From an optimization exercise on the open Yosys and OpenROAD flow, aimed at small area, a short achievable clock period and few clock cycles per item; shortcuts taken in it are not production practice. Function was checked by simulation only, so behaviour that the tests miss may differ from the original. Power figures rest on the tool's default switching activity, not on a simulated workload.

### flow/config.mk
export PLATFORM = sky130hd
export DESIGN_NAME = rdm_responder
export DESIGN_NICKNAME = rdm_responder
export VERILOG_FILES = /design/flow/design.v
export SDC_FILE = /design/flow/constraint.sdc
export NUM_CORES = 4
export LEC_CHECK = 0
export CAP_MARGIN = 20
export CORE_MARGIN = 2
export CORE_UTILIZATION = 40
export PLACE_DENSITY = 0.6
export SLEW_MARGIN = 20
### flow/constraint.sdc
create_clock -name core_clock -period 10.0 [get_ports {clk}]
set_input_delay 2.0000 -clock core_clock [delete_from_list [all_inputs] [get_ports {clk}]]
set_output_delay 2.0000 -clock core_clock [all_outputs]
set_load 0.01 [all_outputs]
### flow/design.v
module rdm_responder (
    input  wire        clk,
    input  wire        rst,            
    input  wire [47:0] own_uid,        
    input  wire        rx_valid,
    input  wire [7:0]  rx_data,
    input  wire        rx_last,
    output reg         rx_ready,
    output reg         tx_valid,
    output reg  [7:0]  tx_data,
    output reg         tx_last,
    output reg         tx_break,
    input  wire        tx_ready,
    output reg         mute_line,
    output reg         mute_evt,
    output reg         identify_line,
    output reg         identify_evt
);
    reg  [4:0]  ph;
    reg         m_v, m_l, s_v, s_l;
    reg  [7:0]  m_d, s_d;
    wire        hs = rx_valid & rx_ready;
    reg  [7:0]  pos;           
    reg  [15:0] sum;           
    reg  [7:0]  ml;            
    reg         hok, uni, all_, vend, pdlok, cshf, cshok, bad;
    reg         pdl0, pdl1, pdl12, pdlle32, idnz;
    reg         lo_dec, lo_fail, hi_dec, hi_fail;
    reg  [7:0]  f_src0, f_src1, f_src2, f_src3, f_src4, f_src5;
    reg  [7:0]  f_tn, f_sd0, f_sd1, f_cc, f_pid0, f_pid1;
    reg         done_pend, s_uni;
    reg         bank;                  
    reg  [5:0]  len0, len1;            
    reg  [4:0]  base0, base1;          
    reg  [255:0] ring0, ring1;
    reg         act;                   
    reg  [5:0]  idx;                   
    reg  [13:0] tsum;
    reg         hi_done;
    reg         r_std;                 
    reg         r_nack;
    reg  [2:0]  r_pd;
    reg  [1:0]  r_rc;                  
    reg  [5:0]  r_end;                 
    localparam [2:0] PD_TWO = 3'd0, PD_SUPP = 3'd1, PD_DEVINFO = 3'd2,
                     PD_MODEL = 3'd3, PD_MFR = 3'd4, PD_SWVER = 3'd5,
                     PD_LABEL = 3'd6, PD_IDENT = 3'd7;
    reg  [2:0]  rsel;
    always @* begin
        case (pos[5:0])
            6'd3, 6'd24, 6'd30: rsel = 3'd0;
            6'd4, 6'd25, 6'd31: rsel = 3'd1;
            6'd5, 6'd26, 6'd32: rsel = 3'd2;
            6'd6, 6'd27, 6'd33: rsel = 3'd3;
            6'd7, 6'd28, 6'd34: rsel = 3'd4;
            default:            rsel = 3'd5;
        endcase
    end
    reg  [7:0]  ob_rx;
    always @* begin
        case (rsel)
            3'd0: ob_rx = own_uid[47:40];
            3'd1: ob_rx = own_uid[39:32];
            3'd2: ob_rx = own_uid[31:24];
            3'd3: ob_rx = own_uid[23:16];
            3'd4: ob_rx = own_uid[15:8];
            default: ob_rx = own_uid[7:0];
        endcase
    end
    wire [7:0]  b      = m_d;
    wire        b_eq_o = (b == ob_rx);
    wire        b_gt_o = (b > ob_rx);
    wire        b_ff   = (b == 8'hFF);
    wire        p_lo   = (pos[7:6] == 2'd0);         
    wire        pos_is_ml = (pos == ml);
    wire        hdr_busy = act & r_std & (idx < 6'd23);
    wire        tx_free  = ~tx_valid | tx_ready;
    wire        tx_ld_ok = act & tx_free;             
    wire        f_pos    = p_lo & (pos[5:0] >= 6'd9) & (pos[5:0] <= 6'd22);
    wire        f_safe   = ~done_pend &
                           (~hdr_busy | (idx > pos[5:0]) | ((idx == pos[5:0]) & tx_ld_ok));
    wire        inact_bank = ~bank;
    wire [4:0]  base_in  = inact_bank ? base1 : base0;
    wire        r_pos    = p_lo & (pos[5:0] >= 6'd25) & (pos[5:0] <= 6'd55);
    wire [4:0]  wdiff    = ph - base_in - (pos[4:0] - 5'd24);
    wire        w_al     = (wdiff == 5'd0);
    wire        go       = ~(f_pos & ~f_safe) & ~(r_pos & ~w_al);
    wire        c        = m_v & go;
    wire        mfree    = ~m_v | c;
    wire        ml_seen   = (pos > 8'd2);
    wire        at_cshi   = ml_seen & pos_is_ml & ~cshf;
    wire        frame_ok  = hok & pdlok & cshf & cshok & (sum[7:0] == b) & ~bad;
    wire        addressed = uni | all_ | vend;
    wire        new_done  = c & m_l & frame_ok & addressed;
    wire        sd_nz   = |{f_sd0, f_sd1};
    wire        cc_disc = (f_cc == 8'h10);
    wire        cc_get  = (f_cc == 8'h20);
    wire        cc_set  = (f_cc == 8'h30);
    wire        pid_hi0 = (f_pid0 == 8'h00);
    wire        pid_dub   = pid_hi0 & (f_pid1 == 8'h01);
    wire        pid_mute  = pid_hi0 & (f_pid1 == 8'h02);
    wire        pid_unm   = pid_hi0 & (f_pid1 == 8'h03);
    wire        pid_supp  = pid_hi0 & (f_pid1 == 8'h50);
    wire        pid_dinf  = pid_hi0 & (f_pid1 == 8'h60);
    wire        pid_model = pid_hi0 & (f_pid1 == 8'h80);
    wire        pid_mfr   = pid_hi0 & (f_pid1 == 8'h81);
    wire        pid_label = pid_hi0 & (f_pid1 == 8'h82);
    wire        pid_swv   = pid_hi0 & (f_pid1 == 8'hC0);
    wire        pid_ident = (f_pid0 == 8'h10) & (f_pid1 == 8'h00);
    wire        cc_ok   = cc_disc | cc_get | cc_set;
    wire        key_ok  = ~sd_nz & cc_ok;
    wire        k_dub   = key_ok & cc_disc & pid_dub;
    wire        k_mute  = key_ok & cc_disc & (pid_mute | pid_unm);
    wire        k_get   = key_ok & cc_get & (pid_supp | pid_dinf | pid_model | pid_mfr |
                                             pid_label | pid_swv | pid_ident);
    wire        k_slab  = key_ok & cc_set & pid_label;
    wire        k_sid   = key_ok & cc_set & pid_ident;
    wire        e_mute  = k_mute & pdl0;
    wire        e_ident = k_sid & pdl1;
    wire        e_label = k_slab & pdlle32;
    wire        dub_rep = k_dub & ~mute_line & pdl12 & ~lo_fail & ~hi_fail;
    wire        std_rep = s_uni & ~k_dub;
    reg         d_nack;
    reg  [2:0]  d_pd;
    reg  [1:0]  d_rc;
    reg  [5:0]  d_end;
    wire [5:0]  len_act = bank ? len1 : len0;
    always @* begin
        d_nack = 1'b1; d_pd = PD_TWO; d_rc = 2'd0; d_end = 6'd26;
        if (sd_nz)            d_rc = 2'd3;              
        else if (!cc_ok)      d_rc = 2'd2;              
        else if (k_mute) begin
            if (pdl0) d_nack = 1'b0;                    
            else      d_rc = 2'd1;
        end else if (k_get) begin
            if (!pdl0) d_rc = 2'd1;
            else begin
                d_nack = 1'b0;
                if (pid_supp)       begin d_pd = PD_SUPP;    d_end = 6'd30; end
                else if (pid_dinf)  begin d_pd = PD_DEVINFO; d_end = 6'd43; end
                else if (pid_model) begin d_pd = PD_MODEL;   d_end = 6'd31; end
                else if (pid_mfr)   begin d_pd = PD_MFR;     d_end = 6'd27; end
                else if (pid_label) begin d_pd = PD_LABEL;   d_end = len_act; end
                else if (pid_swv)   begin d_pd = PD_SWVER;   d_end = 6'd26; end
                else                begin d_pd = PD_IDENT;   d_end = 6'd25; end
            end
        end else if (k_slab) begin
            if (pdlle32) begin d_nack = 1'b0; d_end = 6'd24; end
            else d_rc = 2'd1;
        end else if (k_sid) begin
            if (pdl1) begin d_nack = 1'b0; d_end = 6'd24; end
            else d_rc = 2'd1;
        end
    end
    wire        rep     = dub_rep | std_rep;
    wire        idle    = ~act & tx_free;
    wire        quiet   = ~rep & ~e_ident & ~e_label;
    wire        disp    = done_pend & (idle | quiet);
    wire        start   = disp & rep;
    reg  [2:0]  tsel;
    always @* begin
        if (r_std) begin
            case (idx[3:0])
                4'd9:  tsel = 3'd0;
                4'd10: tsel = 3'd1;
                4'd11: tsel = 3'd2;
                4'd12: tsel = 3'd3;
                4'd13: tsel = 3'd4;
                default: tsel = 3'd5;
            endcase
        end else begin
            case (idx[4:1])
                4'd4: tsel = 3'd0;
                4'd5: tsel = 3'd1;
                4'd6: tsel = 3'd2;
                4'd7: tsel = 3'd3;
                4'd8: tsel = 3'd4;
                default: tsel = 3'd5;
            endcase
        end
    end
    reg  [7:0]  ob_tx;
    always @* begin
        case (tsel)
            3'd0: ob_tx = own_uid[47:40];
            3'd1: ob_tx = own_uid[39:32];
            3'd2: ob_tx = own_uid[31:24];
            3'd3: ob_tx = own_uid[23:16];
            3'd4: ob_tx = own_uid[15:8];
            default: ob_tx = own_uid[7:0];
        endcase
    end
    wire [4:0]  base_ac = bank ? base1 : base0;
    wire [4:0]  rdiff   = ph - base_ac - (idx[4:0] - 5'd24);
    wire        r_al    = (rdiff[3:0] == 4'd0);
    wire [7:0]  tap31   = bank ? ring1[255:248] : ring0[255:248];
    wire [7:0]  tap15   = bank ? ring1[127:120] : ring0[127:120];
    wire [7:0]  lab_b   = rdiff[4] ? tap15 : tap31;
    wire [5:0]  k = idx - 6'd24;
    reg  [7:0]  pd_b;
    always @* begin
        pd_b = 8'h00;
        case (r_pd)
            PD_TWO:   pd_b = k[0] ? {4'd0, r_rc[1] & r_rc[0], r_rc[1] & ~r_rc[0], 1'b0, |r_rc} : 8'h00;
            PD_SUPP:  case (k[2:0])
                          3'd1: pd_b = 8'h80;
                          3'd3: pd_b = 8'h81;
                          3'd5: pd_b = 8'h82;
                          default: pd_b = 8'h00;
                      endcase
            PD_DEVINFO: case (k[4:0])
                          5'd0, 5'd3, 5'd4, 5'd9, 5'd12, 5'd13: pd_b = 8'h01;
                          5'd14, 5'd15: pd_b = 8'hFF;
                          default: pd_b = 8'h00;
                      endcase
            PD_MODEL: case (k[2:0])
                          3'd0: pd_b = 8'h4A;
                          3'd1: pd_b = 8'h61;
                          3'd2: pd_b = 8'h20;
                          3'd3: pd_b = 8'h52;
                          3'd4: pd_b = 8'h75;
                          3'd5: pd_b = 8'h6C;
                          default: pd_b = 8'h65;
                      endcase
            PD_MFR:   case (k[1:0])
                          2'd0: pd_b = 8'h4F;
                          2'd1: pd_b = 8'h4C;
                          default: pd_b = 8'h50;
                      endcase
            PD_SWVER: pd_b = k[0] ? 8'h31 : 8'h76;
            PD_LABEL: pd_b = lab_b;
            default:  pd_b = {7'd0, identify_line};
        endcase
    end
    wire        at_end = (idx == r_end);
    reg  [7:0]  nb;
    always @* begin
        nb = 8'h00;
        if (r_std) begin
            if (hi_done)
                nb = tsum[7:0];
            else if (at_end)
                nb = {2'b00, tsum[13:8]};
            else if (idx >= 6'd24)
                nb = pd_b;
            else case (idx[4:0])
                5'd0:  nb = 8'hCC;
                5'd1:  nb = 8'h01;
                5'd2:  nb = {2'b00, r_end};
                5'd3:  nb = f_src0;
                5'd4:  nb = f_src1;
                5'd5:  nb = f_src2;
                5'd6:  nb = f_src3;
                5'd7:  nb = f_src4;
                5'd8:  nb = f_src5;
                5'd9, 5'd10, 5'd11, 5'd12, 5'd13, 5'd14: nb = ob_tx;
                5'd15: nb = f_tn;
                5'd16: nb = {6'd0, r_nack, 1'b0};
                5'd17: nb = 8'h00;
                5'd18: nb = f_sd0;
                5'd19: nb = f_sd1;
                5'd20: nb = f_cc + 8'd1;
                5'd21: nb = f_pid0;
                5'd22: nb = f_pid1;
                default: nb = {2'b00, r_end[5:3] - 3'd3, r_end[2:0]};
            endcase
        end else begin
            if (idx < 6'd7)
                nb = 8'hFE;
            else if (idx == 6'd7)
                nb = 8'hAA;
            else if (idx < 6'd20)
                nb = ob_tx | (idx[0] ? 8'h55 : 8'hAA);
            else if (idx < 6'd22)
                nb = {2'b00, tsum[13:8]} | (idx[0] ? 8'h55 : 8'hAA);
            else
                nb = tsum[7:0] | (idx[0] ? 8'h55 : 8'hAA);
        end
    end
    wire        nb_last = r_std ? hi_done : (idx == 6'd23);
    wire        in_sum  = r_std ? (~at_end & ~hi_done) : (idx >= 6'd8 && idx < 6'd20);
    wire        avail   = ~(r_std & (r_pd == PD_LABEL) & (idx >= 6'd24) & ~at_end & ~hi_done & ~r_al);
    wire        ld      = tx_ld_ok & avail;
    wire        wr_ring = c & p_lo & (pos[5:0] >= 6'd24) & (pos[5:0] <= 6'd55);
    always @(posedge clk) begin
        ring0 <= {ring0[247:0], (wr_ring & ~inact_bank) ? b : ring0[255:248]};
        ring1 <= {ring1[247:0], (wr_ring &  inact_bank) ? b : ring1[255:248]};
        if (mfree)
            {m_d, m_l} <= s_v ? {s_d, s_l} : {rx_data, rx_last};
        if (rx_ready)
            {s_d, s_l} <= {rx_data, rx_last};
        if (c) begin
            if (pos == 8'd2) ml <= b;
            if (pos == 8'd9)  f_src0 <= b;
            if (pos == 8'd10) f_src1 <= b;
            if (pos == 8'd11) f_src2 <= b;
            if (pos == 8'd12) f_src3 <= b;
            if (pos == 8'd13) f_src4 <= b;
            if (pos == 8'd14) f_src5 <= b;
            if (pos == 8'd15) f_tn   <= b;
            if (pos == 8'd18) f_sd0  <= b;
            if (pos == 8'd19) f_sd1  <= b;
            if (pos == 8'd20) f_cc   <= b;
            if (pos == 8'd21) f_pid0 <= b;
            if (pos == 8'd22) f_pid1 <= b;
            if (pos == 8'd23) begin
                pdl0    <= (b == 8'd0);
                pdl1    <= (b == 8'd1);
                pdl12   <= (b == 8'd12);
                pdlle32 <= (b <= 8'd32);
            end
            if (pos == 8'd24) begin
                idnz <= |b;
                if (inact_bank) base1 <= ph;
                else            base0 <= ph;
            end
            if (p_lo && pos[5:0] >= 6'd24 && pos[5:0] <= 6'd29) begin
                if (pos[5:0] == 6'd24 || !lo_dec) begin
                    lo_dec  <= ~b_eq_o;
                    lo_fail <= b_gt_o;
                end
            end
            if (p_lo && pos[5:0] >= 6'd30 && pos[5:0] <= 6'd35) begin
                if (pos[5:0] == 6'd30 || !hi_dec) begin
                    hi_dec  <= ~b_eq_o;
                    hi_fail <= ~b_gt_o & ~b_eq_o;
                end
            end
        end
    end
    always @(posedge clk) begin
        if (rst) begin
            ph            <= 5'd0;
            m_v           <= 1'b0;
            s_v           <= 1'b0;
            rx_ready      <= 1'b1;
            pos           <= 8'd0;
            done_pend     <= 1'b0;
            s_uni         <= 1'b0;
            bank          <= 1'b0;
            len0          <= 6'd24;
            len1          <= 6'd24;
            act           <= 1'b0;
            idx           <= 6'd0;
            tx_valid      <= 1'b0;
            tx_last       <= 1'b0;
            tx_break      <= 1'b1;
            r_std         <= 1'b1;
            mute_line     <= 1'b0;
            mute_evt      <= 1'b0;
            identify_line <= 1'b0;
            identify_evt  <= 1'b0;
        end else begin
            ph <= ph + 5'd1;
            if (mfree) begin
                m_v <= s_v | hs;
                s_v <= 1'b0;
                rx_ready <= 1'b1;
            end else if (hs) begin
                s_v <= 1'b1;
                rx_ready <= 1'b0;
            end
            if (c) begin
                if (m_l) pos <= 8'd0;
                else if (pos != 8'hFF) pos <= pos + 8'd1;
                if (pos == 8'd0) begin
                    hok   <= (b == 8'hCC);
                    uni   <= 1'b1;
                    all_  <= 1'b1;
                    vend  <= 1'b1;
                    pdlok <= 1'b0;
                    cshf  <= 1'b0;
                    bad   <= 1'b0;
                    sum   <= {8'd0, b};
                end else begin
                    if (pos == 8'd1 && b != 8'h01) hok <= 1'b0;
                    if (pos >= 8'd3 && pos <= 8'd8) begin
                        if (!b_eq_o) uni <= 1'b0;
                        if (!b_ff)   all_ <= 1'b0;
                        if (pos <= 8'd4 ? !b_eq_o : !b_ff) vend <= 1'b0;
                    end
                    if (pos == 8'd23) begin
                        pdlok <= ({1'b0, b} + 9'd24 == {1'b0, ml});
                        if (inact_bank) len1 <= ml[5:0];
                        else            len0 <= ml[5:0];
                    end
                    if (cshf) begin
                        if (!m_l) bad <= 1'b1;
                    end else if (at_cshi) begin
                        cshf  <= 1'b1;
                        cshok <= (sum[15:8] == b);
                    end else
                        sum <= sum + {8'd0, b};
                end
            end
            if (new_done) begin
                done_pend <= 1'b1;
                s_uni     <= uni;
            end else if (disp)
                done_pend <= 1'b0;
            mute_evt     <= 1'b0;
            identify_evt <= 1'b0;
            if (disp) begin
                if (e_mute) begin
                    mute_line <= ~f_pid1[0];        
                    mute_evt  <= 1'b1;
                end
                if (e_ident) begin
                    identify_line <= idnz;
                    identify_evt  <= 1'b1;
                end
                if (e_label)
                    bank <= ~bank;
            end
            if (start) begin
                act      <= 1'b1;
                idx      <= 6'd1;
                hi_done  <= 1'b0;
                r_std    <= std_rep;
                r_nack   <= d_nack;
                r_pd     <= d_pd;
                r_rc     <= d_rc;
                r_end    <= d_end;
                tsum     <= std_rep ? 14'h00CC : 14'd0;
                tx_valid <= 1'b1;
                tx_data  <= std_rep ? 8'hCC : 8'hFE;
                tx_last  <= 1'b0;
                tx_break <= std_rep;
            end else if (ld) begin
                idx      <= idx + 6'd1;
                hi_done  <= r_std & at_end;
                if (in_sum) tsum <= tsum + {6'd0, nb};
                if (nb_last) act <= 1'b0;
                tx_valid <= 1'b1;
                tx_data  <= nb;
                tx_last  <= nb_last;
            end else if (tx_ready)
                tx_valid <= 1'b0;
        end
    end
endmodule
### flow/run.sh
#!/bin/bash
# synth_recipe.tcl (not shown) runs the flow's synth.tcl, then flattens the netlist and writes it again
# the make line also repeats each setting of config.mk as NAME=value (left out here)
make -C /OpenROAD-flow-scripts/flow DESIGN_CONFIG=/design/flow/config.mk WORK_HOME=/design/flow/orfs CLKGATE_MAP_FILE= SYNTH_SCRIPT=/design/flow/synth_recipe.tcl finish
==> impl_metrics.tcl <==
set metrics [dict create \
    status "no timing/DRC/antenna violations" \
    fp.dieW_um 258 \
    startpoint_type "register" \
    antenna_found_initial 3 \
    wl_per_cell_um 21.2 \
    rrSetupSlack_ps 3200 \
    required_ps 10340 \
    dp_hpwl_um 45800 \
    fin_crit_sh 0.680 \
    synth-seq-cells 760 \
    hold_violations 0 \
    skew_ps 44.4 \
    cts_tree "done" \
    synth.most_common_cell "dfxtp_1" \
    min_path_cells 0 \
    max_freq_mhz 147 \
    rows 92 \
    reg2reg_to "tsum[12]" \
    synthCells 2066 \
    ys_seq_area_frac 0.669 \
    grt_pass1_wl_um 99800 \
    clockRootBuffer "clkbuf_16" \
    ys.flop_type "dfxtp_1" \
    viasPerCell 5.27 \
    path_common_cell "a21oi_1" \
    clkSinkCount 760 \
    port_buffers 76 \
    post_cts_resized 0 \
    tightest_slew_ps 1150 \
    cts_buffers 76 \
    synth_area_leader_cell "dfxtp_1" \
    synth-warning-count 1 \
    start_util 0.406 \
    core_sq_um 63300 \
    yosys.area.top_type_share 0.436 \
    hp-start "ring1[103]" \
    fill_cells 5598 \
    clkLatencyLatePin_ps 630 \
    maxCapViolations 0 \
    cp-startpoint "bank" \
    yosysUniqueCellTypes 93 \
    rsz0062_at_grt "no" \
    peakVddDrop_mv 0.125 \
    drive_gt1_frac 0.104 \
    p_leak_nw 11.3 \
    grt_max_degree 43 \
    slew_violations 0 \
    syn_area_sq_um 25700 \
    cellPowerDensity_nw_per_um2 209 \
    clockBufferDepth 3 \
    timing.rr.start "bank" \
    ctsHoldBuffers 0 \
    holdPathEnd "ring1[111]" \
    grt_pass1_vias 16234 \
    path_clk_slew_ps 60 \
    postSynthNetCount 2199 \
    vias 16212 \
    max_slew_margin 0.228 \
    post-cts-setup-buffer-count 0 \
    gp_congestion 0.887 \
    timing.hold.ws_ps 300 \
    crit_path_end_kind "register" \
    cp_slowest_stage_delay_ps 910 \
    fin_nets 2298 \
    drcViolationCount 0 \
    ys_top_cells_by_area "dfxtp_1, edfxtp_1, ha_1" \
    die_area_sq_um 66300 \
    ys_async_sr_fraction 0 \
    worstHoldPathType "reg -> reg" \
    drtIter0Drc 1534 \
    htreeDepth 3 \
    drt-total-wl_um 65300 \
    finalSetupViolCount 0 \
    areaGrowthSynthToFinish_pct 17.4 \
    die_h_um 258 \
    worstRegToRegCells 22 \
    overflow 0 \
    ios 77 \
    synth_edf_count 200 \
    crit_type "reg -> reg" \
    worstPathArrival_ps 7140 \
    critPathMaxFanout 31 \
    slowest_stage "dfxtp_2" \
    ant_nets 0 \
    grt_use_total 0.196 \
    path_cells "mux2_2, ha_1, inv_1, fa_1, inv_1, fa_1, xor2_1, xnor3_1, mux4_2, a211o_1, a31oi_1, nor3_1, ha_1, fa_1, a21o_1, a21oi_1, o21bai_1, a21oi_1, o21bai_1, a21oi_1, or3_1, a21oi_1" \
    synth.avg_cell_area_sq_um 12.4 \
    synth_commonest_cells "dfxtp_1, edfxtp_1, nor2_1, nand2_1, o21ai_0" \
    fin_setup_tns_ps 0 \
    final.min_clock_period_ps 6800 \
    first_pass_iters 5 \
]
## critical path, delay by kind of cell, from the launching register on
family                     cells  cell delay (ps)
AOI/OAI and AO/OA              9             1750
muxes                          2              800
buffers and inverters          2              110
DFF                            1              910
and+or+nand+nor                2              270
adders and majority gates      5             1850
xor gates and xnor gates       2              810
## metal layers
layer,vias to the layer above,share of wire,global-route usage
met5,-,0,0
met4,0,0.020,0.0543
met3,93,0.063,0.0358
met2,556,0.45,0.309
met1,7962,0.46,0.278
li1,7601,-,-
## flip-flops by register name, indices dropped and copies added (netlist names), 14 cells and up
register and count:
ring0 256, ring1 256, sum 16, tsum 14
## cell type report
type,count,area (sq um),area share
Sequential cell,760,17200,0.570
Tap cell,846,1060,0.0351
Timing Repair Buffer,105,978,0.0324
Clock buffer,105,2240,0.0741
Clock inverter,36,508,0.0168
Multi-Input combinational cell,1150,7910,0.262
Inverter,72,270,0.00895
Antenna cell,2,5.00,0.000166
## cells in the final DEF (no fill, tap or decap), types with 10 or more instances in the layout
cell type and count:
a211oi_1 13, a21o_1 13, a21oi_1 93, a221oi_1 15, a31oi_1 14, and2_1 14, and3_1 22, buf_4 29
clkbuf_1 13, clkbuf_16 82, clkbuf_8 10, clkdlybuf4s50_1 76, clkinv_2 11, dfxtp_1 559, edfxtp_1 200, fa_1 12
ha_1 60, inv_1 67, mux2_2 40, mux2i_1 46, nand2_1 139, nand2b_1 16, nand3_1 39, nand4_1 20
nor2_1 143, nor2b_1 20, nor3_1 33, nor4_1 21, o21ai_0 97, o22ai_1 10, or3_1 15, xnor2_1 41
xor2_1 22
## per-stage QoR
stage / total power [mW] / cell area (sq um) / setup slack (ps) / std cells / util
after floorplan: 3.30 / 25700 / 3050 / 2066 / -
after global placement: 3.37 / 27400 / 3370 / 2933 / 0.433
after detailed placement: 3.37 / 27400 / 3270 / 2933 / 0.433
after CTS: 6.39 / 30200 / 3230 / 3074 / 0.477
after global routing: 6.53 / 30200 / 2750 / 3074 / 0.477
final: 6.32 / 30200 / 3200 / 3076 / 0.477
## where the power goes
| group | total, mW | internal, mW | switching, mW |
|---|---|---|---|
| logic | 0.141 | 0.0593 | 0.0814 |
| clock network | 3.01 | 1.80 | 1.21 |
| registers | 3.17 | 3.16 | 0.00765 |
| total | 6.32 | 5.02 | 1.30 |
## cell families (layout without fill, tap and decap cells)
logic type      after synthesis  in the layout  share of synthesized area
buf+inv                     156            318                     0.0231
xor+xnor                     67             67                     0.0250
other cells                   0              2                          0
mux                          94             94                     0.0424
compound gates              377            377                     0.0967
fa+ha+maj                    72             72                     0.0385
flops                       760            760                      0.669
simple gates                540            540                      0.105
## worst max-delay path by stage
stage,end,cells after the start
after floorplan,tsum[10],25
after global placement,tsum[12],23
after detailed placement,tsum[12],22
after CTS,tsum[12],22
after global routing,tsum[12],23
final,tsum[12],22
Testbench counts, summed over its fixed seeds: cycles 39,462, requests 1,280.

[what the ideal ports hide]
Ports are ideal in the flow. The routed layout listed here was re-timed in OpenROAD. Step 1 assumes that a clkbuf_16 drives the clock port and a buf_2 every other input. Step 2 times the ports against the registers' clock, not the clock port: input delays grow and output delays shrink by t, the midpoint of the rising clock arrivals with the driver on. Slacks: ideal ports / drivers / drivers and shift; pairs: ideal ports / drivers.
t, ns: 0.668
setup slack, ns: 3.202 / 3.202 / 3.202
latest minus earliest clock arrival (ns): 0.046 / 0.047
worst register clock-pin slew, ns: 0.07 / 0.07
After both steps this run still meets setup and hold. For this run, drivers alone change the setup slack by 0.000 ns; drivers and shift together by 0.000 ns.
